Context: an optimization exercise on an open-source flow, tuned for small area. The choices shown serve that exercise and are no tape-out recipe.
The RTL was checked by simulation tests, not by an equivalence proof against the original design.
In every run shown here, the design's own scripts or RTL, not TritonCTS, make the clock network.
The clock port is modelled as an ideal driver, which makes a skipped or thinned clock tree look cheaper than it is; a real chip needs a root buffer or a tree.
Power and IR drop assume default switching activity.

$ cat design/flow/flow/run.sh
#!/bin/bash
# The standard layout (standard.sh, the standard flow's own make of ORFS), with three changes:
#  - synthesis is synth_recipe.tcl unchanged except that its final ABC mapping
#    runs flow/area.abc, an area-oriented script, in place of ORFS's abc_speed
#    script (the registers come from dfflibmap before ABC and do not change);
#  - the ports are buffered by the smallest buffer cell (every input and output
#    port still gets its own buffer);
#  - the clock is buffered by flow/clk.tcl (three clkbuf_16 next to the three
#    groups of flip-flops they drive) in place of TritonCTS's H-tree.
# Each tool's output goes to flow.log (make and the tools it runs) and to ORFS's
# own logs under orfs/logs/.
set -euo pipefail
W="$PWD"
cat > "$W/synth_area.tcl" <<EOT
proc abc {args} {
  set i [lsearch -exact \$args -script]
  if {\$i >= 0} { lset args [expr {\$i + 1}] $W/flow/area.abc }
  yosys abc {*}\$args
}
source $W/synth_recipe.tcl
EOT
export PRE_CTS_TCL="$W/flow/clk.tcl"
bash standard.sh "SYNTH_SCRIPT=$W/synth_area.tcl" \
  "BUFFER_PORTS_ARGS=-buffer_cell sky130_fd_sc_hd__buf_1" \
  "PRE_CTS_TCL=$W/flow/clk.tcl" finish > flow.log 2>&1
$ cat design/flow/flow/area.abc
strash
&get -n
&deepsyn -T 30
&put
dch -f
amap
&get -n
&st
&deepsyn -T 30
&put
dch -f
amap
&get -n
&st
&deepsyn -T 30
&put
dch -f
amap
topo
$ cat design/flow/flow/clk.tcl
# Clock buffering in place of TritonCTS, sourced as the CTS step's PRE_CTS_TCL hook.
# The flip-flops are split into 3 groups by position (k-means); each group
# gets one clkbuf_16 buffer at its centre, driven by the clock port. Every
# flip-flop sees the same single buffer stage, so no register's clock is delayed
# relative to the others by more than its group's wire.
proc my_manual_clock {cell nb} {
  set block [ord::get_db_block]
  set master [[ord::get_db] findMaster $cell]
  set clknet [$block findNet clk]
  set pts {}
  foreach it [$clknet getITerms] {
    set inst [$it getInst]
    set bb [$inst getBBox]
    set x [expr {([$bb xMin] + [$bb xMax]) / 2.0}]
    set y [expr {([$bb yMin] + [$bb yMax]) / 2.0}]
    lappend pts [list $x $y $it]
  }
  set n [llength $pts]
  # initial centres: spread along the sorted x order
  set sorted [lsort -real -index 0 $pts]
  set cs {}
  for {set k 0} {$k < $nb} {incr k} {
    set p [lindex $sorted [expr {int(($k + 0.5) * $n / $nb)}]]
    lappend cs [list [lindex $p 0] [lindex $p 1]]
  }
  for {set iter 0} {$iter < 50} {incr iter} {
    set asg {}
    foreach p $pts {
      set best 0; set bd 1e30
      for {set k 0} {$k < $nb} {incr k} {
        set c [lindex $cs $k]
        set d [expr {abs([lindex $p 0] - [lindex $c 0]) + abs([lindex $p 1] - [lindex $c 1])}]
        if {$d < $bd} { set bd $d; set best $k }
      }
      lappend asg $best
    }
    set ncs {}
    for {set k 0} {$k < $nb} {incr k} {
      set sx 0; set sy 0; set m 0
      foreach p $pts a $asg {
        if {$a == $k} { set sx [expr {$sx + [lindex $p 0]}]; set sy [expr {$sy + [lindex $p 1]}]; incr m }
      }
      if {$m > 0} { lappend ncs [list [expr {$sx / $m}] [expr {$sy / $m}]] } else { lappend ncs [lindex $cs $k] }
    }
    set cs $ncs
  }
  for {set k 0} {$k < $nb} {incr k} {
    set c [lindex $cs $k]
    set buf [odb::dbInst_create $block $master "clkbuf_bench_$k"]
    $buf setLocation [expr {int([lindex $c 0])}] [expr {int([lindex $c 1])}]
    $buf setPlacementStatus PLACED
    set net [odb::dbNet_create $block "clknet_bench_$k"]
    $net setSigType CLOCK
    foreach p $pts a $asg {
      if {$a == $k} { set it [lindex $p 2]; $it disconnect; $it connect $net }
    }
    [$buf findITerm A] connect $clknet
    [$buf findITerm X] connect $net
  }
  puts "my_manual_clock: $n sinks, $nb x $cell"
}

rename clock_tree_synthesis my_orig_clock_tree_synthesis
proc clock_tree_synthesis {args} {
  my_manual_clock sky130_fd_sc_hd__clkbuf_16 3
  set_propagated_clock [all_clocks]
}
$ cat design/flow/standard.sh
#!/bin/bash
# synth_recipe.tcl (not shown) runs the flow's synth.tcl, then flattens the netlist and writes it again
# the make line also repeats each setting of config.mk as NAME=value (left out here)
make -C /OpenROAD-flow-scripts/flow DESIGN_CONFIG=/design/flow/config.mk WORK_HOME=/design/flow/orfs CLKGATE_MAP_FILE= SYNTH_SCRIPT=/design/flow/synth_recipe.tcl "${@:-finish}"
$ cat design/flow/config.mk
export PLATFORM = sky130hd
export DESIGN_NAME = cie_cpu
export DESIGN_NICKNAME = cie_cpu
export VERILOG_FILES = /design/flow/design.v
export SDC_FILE = /design/flow/constraint.sdc
export NUM_CORES = 4
export LEC_CHECK = 0
export CAP_MARGIN = 20
export CORE_MARGIN = 2
export CORE_UTILIZATION = 60
export SLEW_MARGIN = 20
$ cat design/flow/constraint.sdc
create_clock -name core_clock -period 10.0 [get_ports {clk}]
set_input_delay 2.0000 -clock core_clock [delete_from_list [all_inputs] [get_ports {clk}]]
set_output_delay 2.0000 -clock core_clock [all_outputs]
set_load 0.01 [all_outputs]
$ cat design/flow/design.v
module cie_cpu (
    input  wire        clk,
    input  wire        rst,           
    output wire        mem_req,
    output wire        mem_we,
    output wire [15:0] mem_addr,
    output wire [15:0] mem_wdata,
    input  wire        mem_ready,
    input  wire [15:0] mem_rdata,
    output wire        in_ready,
    input  wire        in_valid,
    input  wire [15:0] in_data,
    output wire        out_valid,
    output wire [15:0] out_data,
    output wire        halted,
    output wire        err,
    output wire [15:0] err_word,
    output wire [15:0] acc,
    output wire [15:0] ix,
    output wire [15:0] pc,
    output wire        flag_e,
    output wire        alu_z,
    output wire        alu_n,
    output wire        alu_c,
    output wire        alu_v
);
    localparam [3:0] S_LOADI = 4'd0,    
                     S_LOADM = 4'd1,    
                     S_RD1   = 4'd2,    
                     S_RD2   = 4'd3,    
                     S_WR    = 4'd4,    
                     S_IN    = 4'd5,    
                     S_OUT   = 4'd6,    
                     S_HALT  = 4'd7,
                     S_CLR   = 4'd8,    
                     S_COPYI = 4'd9,    
                     S_COPYO = 4'd10,   
                     S_MASK  = 4'd11,   
                     S_ADDX  = 4'd12,   
                     S_EXEC  = 4'd13,   
                     S_SHA   = 4'd14,   
                     S_SHB   = 4'd15;   
    reg [3:0]  st;
    reg [3:0]  t;
    reg [15:0] r_acc, r_ix, r_pc, r_mar;
    reg [4:0]  op;           
    reg        cy;
    reg        r_e, r_z, r_n, r_c, r_v;
    wire pass = st[3];
    wire t0   = (t == 4'd0);
    wire t15  = (t == 4'd15);
    wire o_ld    = (op == 5'h01) | (op == 5'h02) | (op == 5'h03) | (op == 5'h04);
    wire o_ldr   = (op == 5'h05);
    wire o_mov   = (op == 5'h06);
    wire o_sto   = (op == 5'h07);
    wire o_add   = (op[4:1] == 4'h4);                  
    wire o_sub   = (op[4:1] == 4'h5);                  
    wire o_incdec= (op[4:2] == 3'b011);                
    wire o_onix  = o_incdec & op[0];                   
    wire o_dec   = o_incdec & op[1];                   
    wire o_jmp   = (op == 5'h10);
    wire o_cmp   = (op == 5'h11) | (op == 5'h12) | (op == 5'h13);
    wire o_jpe   = (op == 5'h14);
    wire o_jpn   = (op == 5'h15);
    wire o_and   = (op[4:1] == 4'hB);                  
    wire o_or    = (op[4:1] == 4'hC);                  
    wire o_xor   = (op[4:1] == 4'hD);                  
    wire o_lsl   = (op == 5'h1C);
    wire o_shift = (op[4:1] == 4'hE);                  
    wire o_in    = (op == 5'h1E);
    wire o_out   = (op == 5'h1F);
    wire o_end   = (op == 5'h00);
    wire o_ldx   = (op == 5'h04);
    wire o_ind   = (op == 5'h03) | (op == 5'h13);
    wire o_rd    = (op == 5'h02) | o_ind |
                   ((o_add | o_sub | o_and | o_or | o_xor) & op[0]) | (op == 5'h12);
    wire o_subl  = o_sub | o_cmp;                      
    wire o_alu   = o_add | o_subl | o_and | o_or | o_xor;
    reg [3:0] st_disp;
    always @(*) begin
        if (o_sto)        st_disp = S_WR;
        else if (o_in)    st_disp = S_IN;
        else if (o_out)   st_disp = S_OUT;
        else if (o_ldx)   st_disp = S_ADDX;
        else if (o_rd)    st_disp = S_RD1;
        else if (o_shift) st_disp = S_SHA;
        else              st_disp = S_EXEC;
    end
    wire       w_lng  = mem_rdata[15];
    wire [6:0] w_base = mem_rdata[14:8];
    wire w_known = (w_base != 7'd0) && (w_base <= 7'h20);
    wire w_haslong = (w_base != 7'h06) && (w_base[6:2] != 5'b00011) && (w_base < 7'h1E);
    wire w_valid = w_known && (!w_lng || w_haslong);
    wire w_end   = (mem_rdata[15:8] == 8'h20);
    wire a0 = r_acc[0];
    wire x0 = r_ix[0];
    wire p0 = r_pc[0];
    wire m0 = r_mar[0];
    wire st_copy = (st == S_COPYI) | (st == S_COPYO);
    wire ex      = (st == S_EXEC);
    wire flagpass = ex & o_shift;                      
    wire add_x   = (st == S_ADDX) | (ex & o_onix);
    wire add_a   = st_copy ? p0 : add_x ? x0 : a0;
    wire b_zero  = st_copy | o_incdec;
    wire b_inv   = ex & (o_subl | o_dec);
    wire cin0    = st_copy | (ex & ((o_subl) | (o_incdec & !o_dec)));
    wire add_b   = (m0 & !b_zero) ^ b_inv;
    wire add_ci  = t0 ? cin0 : cy;
    wire sum     = add_a ^ add_b ^ add_ci;
    wire cout    = (add_a & add_b) | (add_a & add_ci) | (add_b & add_ci);
    reg [3:0] tt;
    always @(*) begin
        if (o_ld | o_in)  tt = 4'b1010;                
        else if (o_and)   tt = 4'b1000;
        else if (o_or)    tt = 4'b1110;
        else if (o_xor)   tt = 4'b0110;
        else              tt = 4'b1100;                
    end
    wire lg  = tt[{a0, m0}];
    wire res = (o_add | o_subl) ? sum : lg;
    wire [4:0] tn   = {1'b0, t} + {1'b0, r_mar[3:0]};
    wire       big  = |r_mar[15:4];
    wire       scond = tn[4] | big;
    wire clr   = (st == S_CLR);
    wire sha   = (st == S_SHA);
    wire shb   = (st == S_SHB);
    wire take  = o_jmp | (o_jpe & r_e) | (o_jpn & !r_e);
    wire acc_sh = pass & !(sha & !o_lsl & !scond) & !(shb & scond);
    wire acc_in = clr ? 1'b0 :
                  sha ? (a0 & !scond & o_lsl) :
                  ex ? ((o_add | o_sub | (o_incdec & !o_onix)) ? sum : lg) : a0;
    wire ix_sh  = pass;
    wire ix_in  = clr ? 1'b0 :
                  (ex & o_ldr) ? m0 :
                  (ex & o_mov) ? a0 :
                  (ex & o_onix) ? sum : x0;
    wire pc_sh  = pass;
    wire pc_in  = clr ? 1'b0 :
                  st_copy ? sum :
                  (ex & take) ? m0 : p0;
    wire mar_sh = pass & !sha & !shb;
    wire mar_in = st_copy ? p0 :
                  (st == S_MASK) ? (m0 & !t[3]) :
                  (st == S_ADDX) ? sum : m0;
    wire mar_ld = ((st == S_LOADI) | (st == S_LOADM) | (st == S_RD1) | (st == S_RD2)) & mem_ready;
    wire in_ld  = (st == S_IN) & in_valid;
    always @(posedge clk) begin
        if (acc_sh)      r_acc <= {acc_in, r_acc[15:1]};
        if (ix_sh)       r_ix  <= {ix_in, r_ix[15:1]};
        if (pc_sh)       r_pc  <= {pc_in, r_pc[15:1]};
        if (mar_ld | in_ld | mar_sh)
            r_mar <= ({16{mar_ld}} & mem_rdata) | ({16{in_ld}} & in_data) |
                     ({16{!mar_ld & !in_ld}} & {mar_in, r_mar[15:1]});
        cy <= cout;
    end
    wire setflags = ex & (o_alu | o_shift);
    wire z_new = (t0 | r_z) & !res;
    always @(posedge clk) begin
        if (st == S_CLR) begin
            r_e <= 1'b0; r_z <= 1'b0; r_n <= 1'b0; r_c <= 1'b0; r_v <= 1'b0;
        end else if (setflags) begin
            r_z <= z_new;
            r_n <= res;
            r_c <= (o_add | o_subl) & (cout ^ o_subl);
            r_v <= (o_add | o_subl) & (cout ^ add_ci);
            if (o_cmp) r_e <= z_new;
        end
    end
    always @(posedge clk)
        if ((st == S_LOADI) && mem_ready) op <= w_base[4:0];
    always @(posedge clk) begin
        if (rst) begin
            st <= S_CLR;
            t  <= 4'd0;
        end else begin
            if (pass) t <= t + 4'd1;
            case (st)
                S_LOADI: if (mem_ready) st <= (!w_valid || w_end) ? S_HALT : w_lng ? S_COPYO : S_MASK;
                S_LOADM: if (mem_ready) st <= st_disp;
                S_RD1:   if (mem_ready) st <= o_ind ? S_RD2 : S_EXEC;
                S_RD2:   if (mem_ready) st <= S_EXEC;
                S_WR:    if (mem_ready) st <= S_COPYI;
                S_IN:    if (in_valid)  st <= S_EXEC;
                S_OUT:   st <= S_COPYI;
                S_HALT:  ;
                default: if (t15) begin
                    case (st)
                        S_CLR:   st <= S_COPYI;
                        S_COPYI: st <= S_LOADI;
                        S_COPYO: st <= S_LOADM;
                        S_MASK:  st <= st_disp;
                        S_ADDX:  st <= S_RD1;
                        S_SHA:   st <= o_lsl ? S_SHB : S_EXEC;
                        S_SHB:   st <= S_EXEC;
                        default: st <= S_COPYI;           
                    endcase
                end
            endcase
        end
    end
    assign mem_req   = (st == S_LOADI) | (st == S_LOADM) | (st == S_RD1) | (st == S_RD2) | (st == S_WR);
    assign mem_we    = (st == S_WR) & !rst;     
    assign mem_addr  = r_mar;
    assign mem_wdata = r_acc;
    assign in_ready  = (st == S_IN);
    assign out_valid = (st == S_OUT);
    assign out_data  = r_acc;
    assign halted   = (st == S_HALT);
    assign err      = halted & (r_mar[15:8] != 8'h20);    
    assign err_word = r_mar;
    assign acc      = r_acc;
    assign ix       = r_ix;
    assign pc       = r_pc;
    assign flag_e   = r_e;
    assign alu_z    = r_z;
    assign alu_n    = r_n;
    assign alu_c    = r_c;
    assign alu_v    = r_v;
endmodule
==> run summary, run 1 <==
The flow ran to the end and the layout has no timing, DRC or antenna violations. In the post-synthesis netlist, the biggest area contributors are sky130_fd_sc_hd__edfxtp_1, sky130_fd_sc_hd__buf_4, sky130_fd_sc_hd__dfxtp_1. The type of element capturing the critical path is an output pin. The chip width is 85.79 um. The share of synthesized area occupied by flip-flops and latches came out at 0.5860. Across all layers, the routed design uses 3187 vias. The post-route minimum period is 4485 ps. The mean routed wirelength per cell came out at 15.76 um. The boundary pin count came out at 159. The die covers 7360 um2. The worst-skew pair later-pin latency is 170 ps. The die is 85.79 um tall. Global routing finished with a remaining overflow of 0. The maximum fanout along the worst path came out at 7. The final setup TNS is 0 ps. Entering global routing, the biggest net connects 42 pins. The net count after synthesis came out at 409.

The first-pass GRT wire length came out at 13230 um. For this configuration, the core starts out at a cell density of 0.6250. Setup repair after global routing left no endpoint under its margin.

Setup violations remaining at the end of the flow were counted as 0. Power spread over the standard cell area amounts to 349.5 nW/um2. After floorplanning, the core was divided into 29 placement rows. The clock skew is 16.06 ps. The number of gates resized after CTS was 0.

The final net count is 520. The number of instances in the synthesized netlist is 367. After detailed routing, the number of vias per cell comes to 5.763. The total inserted antenna cells is 0. The count of nets left with antenna violations after detail routing is 0.

In this run the cell area of the synthesized design comes to 4014 um2. In this run, placement finished with an instance count of 550. The type of the worst min-delay path is reg2reg. For this block, the routed nets add up to 8714 um of wire. The area inside the core boundary is 6422 um2. Fill cells in the final layout number 526. The critical path startpoint category is a primary input.

The clock slew seen by the registers of the worst setup and hold paths is 110 ps. The number of buffers inserted by post-CTS setup repair came out at 0. Prior to clock tree synthesis, the placed netlist has a worst setup slack of 5425 ps.

The area of the multi-input gates came out at 1071 um2. The most frequently used flop master after synthesis is sky130_fd_sc_hd__edfxtp_1. The count of buffers inserted at the top-level ports came out at 158. Of the available clock period, the critical path in the final layout requires 0.4485. The static leakage came out at 1.469 nW. The total of warnings raised by yosys came out at 1.

The global placer's final weighted congestion came out at 0.9469. Of the cells placed in the final design, the portion with a size suffix greater than 1 is 0.01050. The share of async-settable or async-resettable flops after synthesis is 0. The post-route DRC violation count came out at 0. The aggregate global-route resource usage came out at 0.2206. The synthesized design spends more area on one cell type than any other, namely sky130_fd_sc_hd__edfxtp_1.

For this run, the number of standard cells in the final layout without fillers is 553. The hold violation total from the final report came to 0. The synthesized design contains 69 enable-type register cells. The maximum clock frequency came out at 222.9 MHz.

The fraction of post-synthesis cell area in the top cell type by area is 0.5162. The sum of net half-perimeters after detailed placement is 6648 um. The area taken by flip-flops and latches came out at 2354 um2.

The layout overhead on the synthesized area came out at 9.508%. The peak ir drop on the vdd network is 0.1719 mV. Hold repair after CTS inserted 0 buffers. Yosys instantiated no cell more often than sky130_fd_sc_hd__edfxtp_1. The critical path start-end classification is in2out. The count of maximum capacitance violations is 0. The worst path meets setup with 5515 ps of slack. The count of final max-slew check failures came out at 0.

Ranked by instance count, the synthesized netlist is headed by sky130_fd_sc_hd__edfxtp_1, sky130_fd_sc_hd__clkinv_1, sky130_fd_sc_hd__buf_4, sky130_fd_sc_hd__nor2_1, sky130_fd_sc_hd__nand2_1. The netlist uses 40 different library cells. The actual transition at the worst max-transition pin is 1017 ps. The minimum hold slack came out at 448.9 ps. Synthesis inferred 83 register bits. The required time at the endpoint of the critical path is 8000 ps. The detailed router finished its first iteration with 276 violations. The via count of the first global-routing pass was 2681.

The number of antenna violations at the first check in global routing is 0. The relative max-transition margin is 0.3195. The critical path data arrival time is 2490 ps. The synthesized area per cell is 10.94 um2.

The length of the first detailed-routing pass in iterations came out at 22.
## metrics by stage
stage | total power [mW] | util | instance area [um2]
after floorplan | 1.268 | - | 4014
after global placement | 1.399 | 0.6727 | 4320
after detailed placement | 1.411 | 0.6727 | 4320
after CTS | 1.543 | 0.6844 | 4395
after global routing | 1.643 | 0.6844 | 4395
final | 1.536 | 0.6844 | 4395
## layer usage
metal / track usage / vias to the layer above / wire length, um
met1: 0.3374 / 1479 / 3633
met3: 0.01444 / 6 / 808
met5: 0 / - / 0
met4: 0.02742 / 0 / 47
li1: - / 1511 / -
met2: 0.3622 / 191 / 4225
## power by group
| group | switching, mW | total [mW] | internal [mW] |
|---|---|---|---|
| Combinational | 0.430 | 0.651 | 0.221 |
| Sequential | 0.150 | 0.752 | 0.602 |
| Clock | 0.0783 | 0.134 | 0.0554 |
## flip-flops by register name (all words and copies together) (netlist names)
signal / cells
r_c: 1
cy: 1
r_z: 1
r_e: 1
r_acc: 16
r_pc: 16
st: 4
r_ix: 16
r_mar: 16
r_n: 1
r_v: 1
op: 5
t: 4
## worst max-delay path, cell delays in order
cell and delay, ps:
sky130_fd_sc_hd__buf_1 140, sky130_fd_sc_hd__nor3_1 170, sky130_fd_sc_hd__buf_1 170
## cells by family (layout without fill, tap and decap cells)
logic type	count (synthesis)	count (layout)	share of synthesized area
AOI/OAI and AO/OA	79	79	0.1459
buffers and inverters	107	216	0.1487
and+or+nand+nor	92	92	0.09882
DFF	83	83	0.5860
adders and majority gates	6	6	0.02057
## worst paths after layout
| kind | from | to | slack [ps] | cells past startpoint |
|---|---|---|---|---|
| setup / recovery | rst | mem_we | 5510 | 3 |
| hold / removal | r_ix[3] | r_ix[2] | 450 | 0 |
| setup reg to reg | st[3] | r_acc[15] | 5840 | 15 |
| hold reg to reg | r_ix[3] | r_ix[2] | 450 | 0 |
## cells in the final DEF, fill, tap and decap left out, types with 4 or more instances in the layout
cell | Yosys | final
sky130_fd_sc_hd__a31oi_1 | 5 | 4
sky130_fd_sc_hd__a21oi_1 | 10 | 10
sky130_fd_sc_hd__a222oi_1 | 15 | 15
sky130_fd_sc_hd__o21ai_0 | 14 | 14
sky130_fd_sc_hd__nor3_1 | 9 | 9
sky130_fd_sc_hd__nor4_1 | 5 | 5
sky130_fd_sc_hd__a211oi_1 | 5 | 5
sky130_fd_sc_hd__o32ai_1 | 4 | 4
sky130_fd_sc_hd__edfxtp_1 | 69 | 69
sky130_fd_sc_hd__dfxtp_1 | 14 | 13
sky130_fd_sc_hd__clkinv_1 | 55 | 55
sky130_fd_sc_hd__nor2_1 | 48 | 48
sky130_fd_sc_hd__buf_1 | 0 | 158
sky130_fd_sc_hd__o21a_1 | 4 | 4
sky130_fd_sc_hd__nand2_1 | 18 | 18
sky130_fd_sc_hd__ha_1 | 5 | 5
sky130_fd_sc_hd__o22ai_1 | 4 | 4
sky130_fd_sc_hd__nand3_1 | 4 | 4
## cell type report
cell class	count	share of cell area
multi-input cells	177	0.2437
plain buffers	3	0.01708
inverters	55	0.04697
repair buffers	158	0.1349
well taps	77	0.02192
flip-flops and latches	83	0.5354
==> run 2, diff against run 1 <==
--- a/design/flow/design.v
+++ b/design/flow/design.v
@@ -99,11 +99,11 @@
     wire st_copy = (st == S_COPYI) | (st == S_COPYO);
     wire ex      = (st == S_EXEC);
     wire flagpass = ex & o_shift;                      
-    wire add_x   = (st == S_ADDX) | (ex & o_onix);
+    wire add_x   = o_ldx | o_onix;
     wire add_a   = st_copy ? p0 : add_x ? x0 : a0;
     wire b_zero  = st_copy | o_incdec;
-    wire b_inv   = ex & (o_subl | o_dec);
-    wire cin0    = st_copy | (ex & ((o_subl) | (o_incdec & !o_dec)));
+    wire b_inv   = !st_copy & (o_subl | o_dec);
+    wire cin0    = st_copy | o_subl | (o_incdec & !o_dec);
     wire add_b   = (m0 & !b_zero) ^ b_inv;
     wire add_ci  = t0 ? cin0 : cy;
     wire sum     = add_a ^ add_b ^ add_ci;
@@ -140,8 +140,7 @@
                   (ex & take) ? m0 : p0;
     wire mar_sh = pass & !sha & !shb;
     wire mar_in = st_copy ? p0 :
-                  (st == S_MASK) ? (m0 & !t[3]) :
-                  (st == S_ADDX) ? sum : m0;
+                  (st == S_ADDX) ? sum : (m0 & !t[3]);    
     wire mar_ld = ((st == S_LOADI) | (st == S_LOADM) | (st == S_RD1) | (st == S_RD2)) & mem_ready;
     wire in_ld  = (st == S_IN) & in_valid;
     always @(posedge clk) begin
==> run 2 against run 1 <==
Against the previous run: still clean; final cell count is 0.18% higher; register-to-register slack better by 610 ps; synthesized cell count is 0.27% lower; clock power is essentially flat; synthesized area up 0.19%; clock skew rose by 14 ps; core utilization up 0.41 points; sequential share of layout area down 0.35 points; flip-flop and latch count stayed put; design area grew 0.60%; global-route usage rose by 0.68 points; die area up 0.18%; largest cell class unchanged; highest routed layer unchanged.
==> run summary, run 2 <==
The run finished with no timing, DRC or antenna violations. The die footprint came out at 7373 um2. The number of antenna violations at the first check in global routing came to 0.

Detailed placement ended at an HPWL of 6606 um. The via count of the first global-routing pass was 2815. In this run the tool buffered the top-level ports with 158 buffer cells. Sorting the synthesized cells by how often they occur yields sky130_fd_sc_hd__edfxtp_1, sky130_fd_sc_hd__clkinv_1, sky130_fd_sc_hd__buf_4, sky130_fd_sc_hd__nor2_1, sky130_fd_sc_hd__o21ai_0. The global placer's final weighted congestion came out at 0.9515. The critical path data arrival time is 4230 ps. The clock slew seen by the registers of the worst setup and hold paths came out at 100 ps. The number of design-rule violations left by the first detailed-router iteration is 241.

The path class of the tightest hold or removal check is reg2reg. Along the worst path, the maximum fanout reaches 19. The total of warnings raised by yosys is 1. The basic-gate share of the synthesized area counting and, or, nand and nor cells came out at 0.09054.

Buffers inserted to repair hold after CTS numbered 0. The worst path needs 4535 ps of the cycle, external delays included. The chip width came out at 85.87 um.

The area of the multi-input gates came out at 1084 um2. The peak ir drop on the vdd network is 0.1032 mV. Setup repair after global routing left no endpoint under its margin.

The pre-CTS setup slack is 5272 ps. The number of gates resized after CTS was 0. The total routed wirelength came out at 8760 um. The post-route DRC violation count is 0. The power per cell area came out at 145.1 nW/um2. The final setup TNS is 0 ps.

The worst setup path is launched from a primary input. The area fraction in compound gates after synthesis is 0.1534. The initialized floorplan defines 29 standard-cell rows. The mux contribution to synthesized area is 0.

After synthesis, the cell types taking the most area are sky130_fd_sc_hd__edfxtp_1, sky130_fd_sc_hd__buf_4, sky130_fd_sc_hd__dfxtp_1. The share of async-settable or async-resettable flops after synthesis is 0. For the worst setup path, the data required time is 9690 ps.

Counting flops with a built-in enable in the synthesized netlist gives 69. Setup violations remaining at the end of the flow were counted as 0. The xor/xnor share of the synthesized area is 0.002178.

The critical path start-end classification is in2reg. The total overflow left after global routing is 0. The most instantiated library cell after synthesis is sky130_fd_sc_hd__edfxtp_1. For this run, the leading register cell type out of synthesis is sky130_fd_sc_hd__edfxtp_1. Summing all flip-flop and latch instances after layout gives 2352 um2. The worst-skew pair later-pin latency is 170 ps. The pin count of the biggest net entering global routing came out at 41.

The most common library cell in the layout ignoring fill and taps is sky130_fd_sc_hd__buf_1. The maximum clock frequency is 220.5 MHz. At the end of the flow the core is filled with cells to 0.6885.

The final net count came out at 521. Synthesis produced a netlist whose cell count is 366. The worst setup slack after layout is 5465 ps.

In the routed layout, each cell is associated on average with a via count of 5.798. The setup check on the worst reg-to-reg path leaves a slack of 6450 ps. The area of the mapped netlist is 4021 um2. The relative max-transition margin is 0.3625.

sky130_fd_sc_hd__edfxtp_1 takes more of the synthesized area than any other cell. Counting distinct cell types in the post-synthesis netlist gives 37. The hold violation total from the final report came to 0. For the final database, setup skew stands at 30.13 ps. The adder and majority cell fraction of the synthesized area is 0.02054. The library cells used most frequently in the layout, excluding fill and tap cells, are sky130_fd_sc_hd__buf_1, sky130_fd_sc_hd__edfxtp_1, sky130_fd_sc_hd__clkinv_1, sky130_fd_sc_hd__nor2_1, sky130_fd_sc_hd__o21ai_0. The synthesized area per cell came out at 10.99 um2. The share of synthesized area in the top cell type comes to 0.5152.

Fill cells in the final layout number 498. The fraction of final layout cells sized beyond drive strength 1 came out at 0.01468. The first-pass GRT wire length is 13670 um. The number of buffers inserted by post-CTS setup repair is 0. The die is 85.87 um tall. The count of nets left with antenna violations once routing finished came out at 0. The area inside the core boundary is 6422 um2. The static leakage is 1.539 nW.

After synthesis, the largest family of logic cells by area is compound AO/OA/AOI/OAI gates. The count of final max-slew check failures came out at 0. The share of synthesized area occupied by flip-flops and latches is 0.5849. The net count after synthesis is 408. The area growth from synthesis to layout is 9.956%. The worst setup path is captured at a register. The via count came out at 3212. The boundary pin count is 159. Across the run, the number of max-cap violations was 0. After detailed routing, the average wire length per cell comes to 15.81 um. Synthesis inferred 83 register bits.

The area after detailed placement is 4347 um2. The initial utilization of the core area, before any placement, comes to 0.6261. The total inserted antenna cells is 0. The final cell area excluding filler cells is 4422 um2. The aggregate global-route resource usage is 0.2274. The part of the cycle the worst path needs is 0.4535. The length of the first detailed-routing pass in iterations came out at 22.

The actual transition at the worst max-transition pin is 953.3 ps.
-- run 2: area by class of cell --
class | count | area share
sequential | 83 | 0.5320
timing repair buffer | 160 | 0.1375
inverter | 55 | 0.04669
buffer | 3 | 0.01698
multi-input combinational | 176 | 0.2450
tap | 77 | 0.02179
-- run 2: cell families after synthesis --
family | count (synthesis)
adders and majority gates | 6
and+or+nand+nor | 83
AOI/OAI and AO/OA | 86
buffers and inverters | 107
DFF | 83
xor gates and xnor gates | 1
-- run 2: path summary, 6_finish.rpt --
path,to,from,depth (start not counted)
hold reg to reg,r_ix[4],r_ix[5],0
hold / removal,r_ix[4],r_ix[5],0
setup reg to reg,r_mar[0],st[3],6
setup / recovery,r_mar[0],in_valid,4
-- run 2: metrics by stage --
| stage | cells | total power [mW] | hold slack (ps) |
|---|---|---|---|
| 2_1_floorplan | 366 | 0.4939 | 477.7 |
| 3_3_place_gp | 551 | 0.5140 | 429.9 |
| 3_5_place_dp | 551 | 0.5152 | 430.2 |
| 4_1_cts | 554 | 0.6462 | 451.1 |
| 5_1_grt | 554 | 0.6668 | 462.6 |
| 6_report | 554 | 0.6418 | 450.6 |
-- run 2: worst max-delay path: stages --
cell                      delay, ps
sky130_fd_sc_hd__buf_1           60
sky130_fd_sc_hd__and2_0         440
sky130_fd_sc_hd__nor2_1         880
sky130_fd_sc_hd__nand3_1        830
-- run 2: report_power, final --
group	total [mW]	internal, mW	switching [mW]
Clock	0.135	0.0554	0.0791
Sequential	0.414	0.392	0.0214
Combinational	0.0934	0.0389	0.0545
-- run 2: per-layer routing --
metal / track usage / share of wire
met5: 0 / 0
met4: 0.03896 / 0.014
met3: 0.02214 / 0.081
met2: 0.3770 / 0.48
met1: 0.3340 / 0.42
==> run 3, diff against run 2 <==
--- a/design/flow/config.mk
+++ b/design/flow/config.mk
@@ -7,5 +7,5 @@
 export LEC_CHECK = 0
 export CAP_MARGIN = 20
 export CORE_MARGIN = 2
-export CORE_UTILIZATION = 60
+export CORE_UTILIZATION = 45
 export SLEW_MARGIN = 20
==> run 3 against run 2 <==
Against the previous run: still clean on timing, DRC and antenna; flip-flop and latch count unchanged; synthesized cell count is the same; critical path depth is 1 lower; core utilization shrank 17 points.
==> run summary, run 3 <==
The fraction of post-synthesis cell area in the top cell type by area came out at 0.5152. The boundary pin count came out at 159. The most used flip-flop cell after synthesis is sky130_fd_sc_hd__edfxtp_1. The die covers 9708 um2.

For this design, the slowest cell found on the critical path is sky130_fd_sc_hd__buf_1. For this run, the number of Yosys warnings is 1. In this run the power density over the cells is 144.0 nW/um2. The clock skew is 28.15 ps.

The mean routed wirelength per cell is 15.45 um. The final layout contains 522 nets. The die height is 98.53 um.

The minimum hold slack came out at 459.1 ps. The total inserted antenna cells is 0. STA classifies the critical path startpoint as a primary input.

The most common library cell in the layout ignoring fill and taps is sky130_fd_sc_hd__buf_1. The cell count of the worst hold path is 0. In the layout the commonest cells are sky130_fd_sc_hd__buf_1, sky130_fd_sc_hd__edfxtp_1, sky130_fd_sc_hd__clkinv_1, sky130_fd_sc_hd__nor2_1, sky130_fd_sc_hd__o21ai_0.

Detailed routing inserted a total of 3194 vias. The area inside the core boundary came out at 8678 um2. The share of synthesized area occupied by flip-flops and latches came out at 0.5849. The maximum clock frequency came out at 221.1 MHz. For this run, the total global-route usage over all layers was measured as 0.1742.

The number of gates resized after cts is 0. The non-filler instance count after layout is 586. By instance count, the leading cell after synthesis is sky130_fd_sc_hd__edfxtp_1.

The critical path contains buffers and inverters numbering 2 combined. The hold violation total from the final report is 0. The longest individual stage delay on the worst path came out at 190 ps. The required time at the endpoint of the critical path is 8000 ps.

Entering global routing, the biggest net connects 37 pins. The clock slew seen by the registers of the worst setup and hold paths is 120 ps. By count the netlist is led by sky130_fd_sc_hd__edfxtp_1, sky130_fd_sc_hd__clkinv_1, sky130_fd_sc_hd__buf_4, sky130_fd_sc_hd__nor2_1, sky130_fd_sc_hd__o21ai_0.

Counting stages on the worst path, the most repeated cell is sky130_fd_sc_hd__buf_1. The number of setup violations in the final report came out at 0. The smallest clock period supported by the final layout is computed as 4522 ps. The global placer's final weighted congestion is 0.8751. The length of the first detailed-routing pass in iterations is 5. The worst hold path begins at r_ix[8].

The relative max-transition margin is 0.3433. For this configuration, the core starts out at a cell density of 0.4634. The critical path launch point is rst. By startpoint and endpoint, the worst setup path is classified as in2out.

The die is 98.53 um wide. Walking the worst path, the cells encountered are buf_1 -> nor3_1 -> buf_1. The actual transition at the worst max-transition pin is 981.9 ps. The run finished with no timing, DRC or antenna violations.

The first-pass GRT wire length came out at 14200 um. The remaining global-route overflow came out at 0. The type of the worst min-delay path is reg2reg.

Along the worst path, the maximum fanout reaches 7. The critical path crosses 3 cells after its start point. The count of buffers inserted at the top-level ports is 158. The count of cells along the worst register-to-register path is 7.

The detail route stage leaves a number of antenna-violating nets equal to 0. The largest area contributor in the netlist is sky130_fd_sc_hd__edfxtp_1. The worst-skew pair later-pin latency is 180 ps. The cell row count came out at 34. The count of final max-slew check failures came out at 0. The number of enable flip-flop cells after synthesis is 69.

The number of placed instances with taps included is 583. The number of design-rule violations left by the first detailed-router iteration came out at 249. Of the cells placed in the final design, the portion with a size suffix greater than 1 is 0.01674. The critical path data arrival time came out at 2520 ps. Ranked by total cell area, the synthesized netlist is headed by sky130_fd_sc_hd__edfxtp_1, sky130_fd_sc_hd__buf_4, sky130_fd_sc_hd__dfxtp_1. For this design the static power due to leakage is 1.544 nW. The count of maximum capacitance violations came out at 0. The sum of net half-perimeters after detailed placement is 6952 um. The area of the mapped netlist is 4021 um2. The number of instances in the synthesized netlist is 366. The fill cell instance count of the final layout is 828.

The number of buffers inserted by post-CTS setup repair is 0. The via count of the first global-routing pass was 2807. In the finished design, the share of the clock period the worst path needs comes to 0.4522.

The type of element capturing the critical path is an output pin. Setup repair after global routing left no endpoint under its margin. The startpoint identified for the worst register-to-register timing path is st[3]. Counting distinct cell types in the post-synthesis netlist gives 37. The layout overhead on the synthesized area came out at 11.11%.

The number of hold buffers added after CTS was 0. The number of antenna violations at the first check in global routing came to 0. In the routed design, unresolved DRC markers number 0. The final setup TNS is 0 ps.

The share of async-settable or async-resettable flops after synthesis came out at 0. The routed design has 9051 um of wire. The synthesized area per cell came out at 10.99 um2.

The dominant delay contributor by cell family on the critical path is buffers and inverters. The mean number of vias per cell is 5.451. The peak ir drop on the vdd network is 0.08904 mV.

The worst setup slack after layout is 5478 ps. The net count after synthesis is 408. The pre-CTS setup slack came out at 5473 ps. After synthesis the netlist holds a flip-flop and latch count of 83.
[run 3: final cells by class]
class / count / area (um2) / area share
sequential: 83 / 2352 / 0.5265
multi-input combinational: 176 / 1084 / 0.2425
timing repair buffer: 161 / 615.6 / 0.1378
inverter: 55 / 206.4 / 0.04621
tap: 108 / 135.1 / 0.03024
buffer: 3 / 75.07 / 0.01680
[run 3: per-stage QoR]
stage	util	power, mW	cell area, um2
2_1_floorplan	-	0.4939	4021
3_3_place_gp	0.5062	0.5154	4393
3_5_place_dp	0.5062	0.5163	4393
4_1_cts	0.5149	0.6506	4468
5_1_grt	0.5149	0.6728	4468
6_report	0.5149	0.6434	4468
[run 3: worst reg2reg max path: stages, from the launching register on]
cell and delay [ps]:
sky130_fd_sc_hd__dfxtp_1 630, sky130_fd_sc_hd__clkinv_1 420, sky130_fd_sc_hd__nand2_1 190, sky130_fd_sc_hd__nor2_1 80, sky130_fd_sc_hd__and2_0 150, sky130_fd_sc_hd__buf_4 190
sky130_fd_sc_hd__nor2_1 750, sky130_fd_sc_hd__nand3_1 840
[run 3: per-layer routing]
| layer | up-vias | global-route usage | routed length [um] | part of all wire |
|---|---|---|---|---|
| met2 | 175 | 0.2920 | 4222 | 0.47 |
| met1 | 1494 | 0.2506 | 3902 | 0.43 |
| li1 | 1518 | - | - | - |
| met4 | 0 | 0.02529 | 104 | 0.011 |
| met5 | - | 0 | 0 | 0 |
| met3 | 7 | 0.02199 | 822 | 0.091 |
[run 3: power breakdown]
part | internal, mW | switching [mW]
combinational | 0.0389 | 0.0540
clock | 0.0555 | 0.0807
sequential | 0.392 | 0.0218
[run 3: path summary, 6_finish.rpt]
check / endpoint / slack [ps]
max reg2reg: r_mar[0] / 6260
min: r_ix[7] / 460
min reg2reg: r_ix[7] / 460
max: mem_we / 5480
[run 3: logic make-up (layout without fill, tap and decap cells)]
group | count (synthesis) | count (layout) | synth area share
compound gates | 86 | 86 | 0.1534
simple gates | 83 | 83 | 0.09054
flops | 83 | 83 | 0.5849
xor+xnor | 1 | 1 | 0.002178
fa+ha+maj | 6 | 6 | 0.02054
buf+inv | 107 | 219 | 0.1484

[afterwards: timing with drivers on the ports]
Ports are ideal in the flow. The routed layouts listed here were re-timed in OpenROAD.
Step 1 assumes that a clkbuf_16 drives the clock port and a buf_2 every other input.
Step 2 times the ports against the registers' clock, not the clock port: input delays grow and output delays shrink by t, the midpoint of the rising clock arrivals with the driver on.
Slacks: no drivers / after step 1 / after step 2; pairs: no drivers / after step 1.
| run | t (ns) | setup slack, ns | hold WS [ns] | clock arrival spread, ns |
|---|---|---|---|---|
| run 1 | 0.226 | 5.515 / 5.494 / 5.393 | 0.449 / 0.449 / 0.449 | 0.017 / 0.017 |
| run 2 | 0.219 | 5.465 / 5.470 / 5.288 | 0.451 / 0.451 / 0.451 | 0.031 / 0.030 |
| run 3 | 0.232 | 5.478 / 5.458 / 5.458 | 0.459 / 0.459 / 0.459 | 0.029 / 0.028 |
After both steps every run listed still meets setup and hold. The setup slack of run 2, which loses most, moves by +0.005 ns with the drivers and by -0.177 ns with both steps.
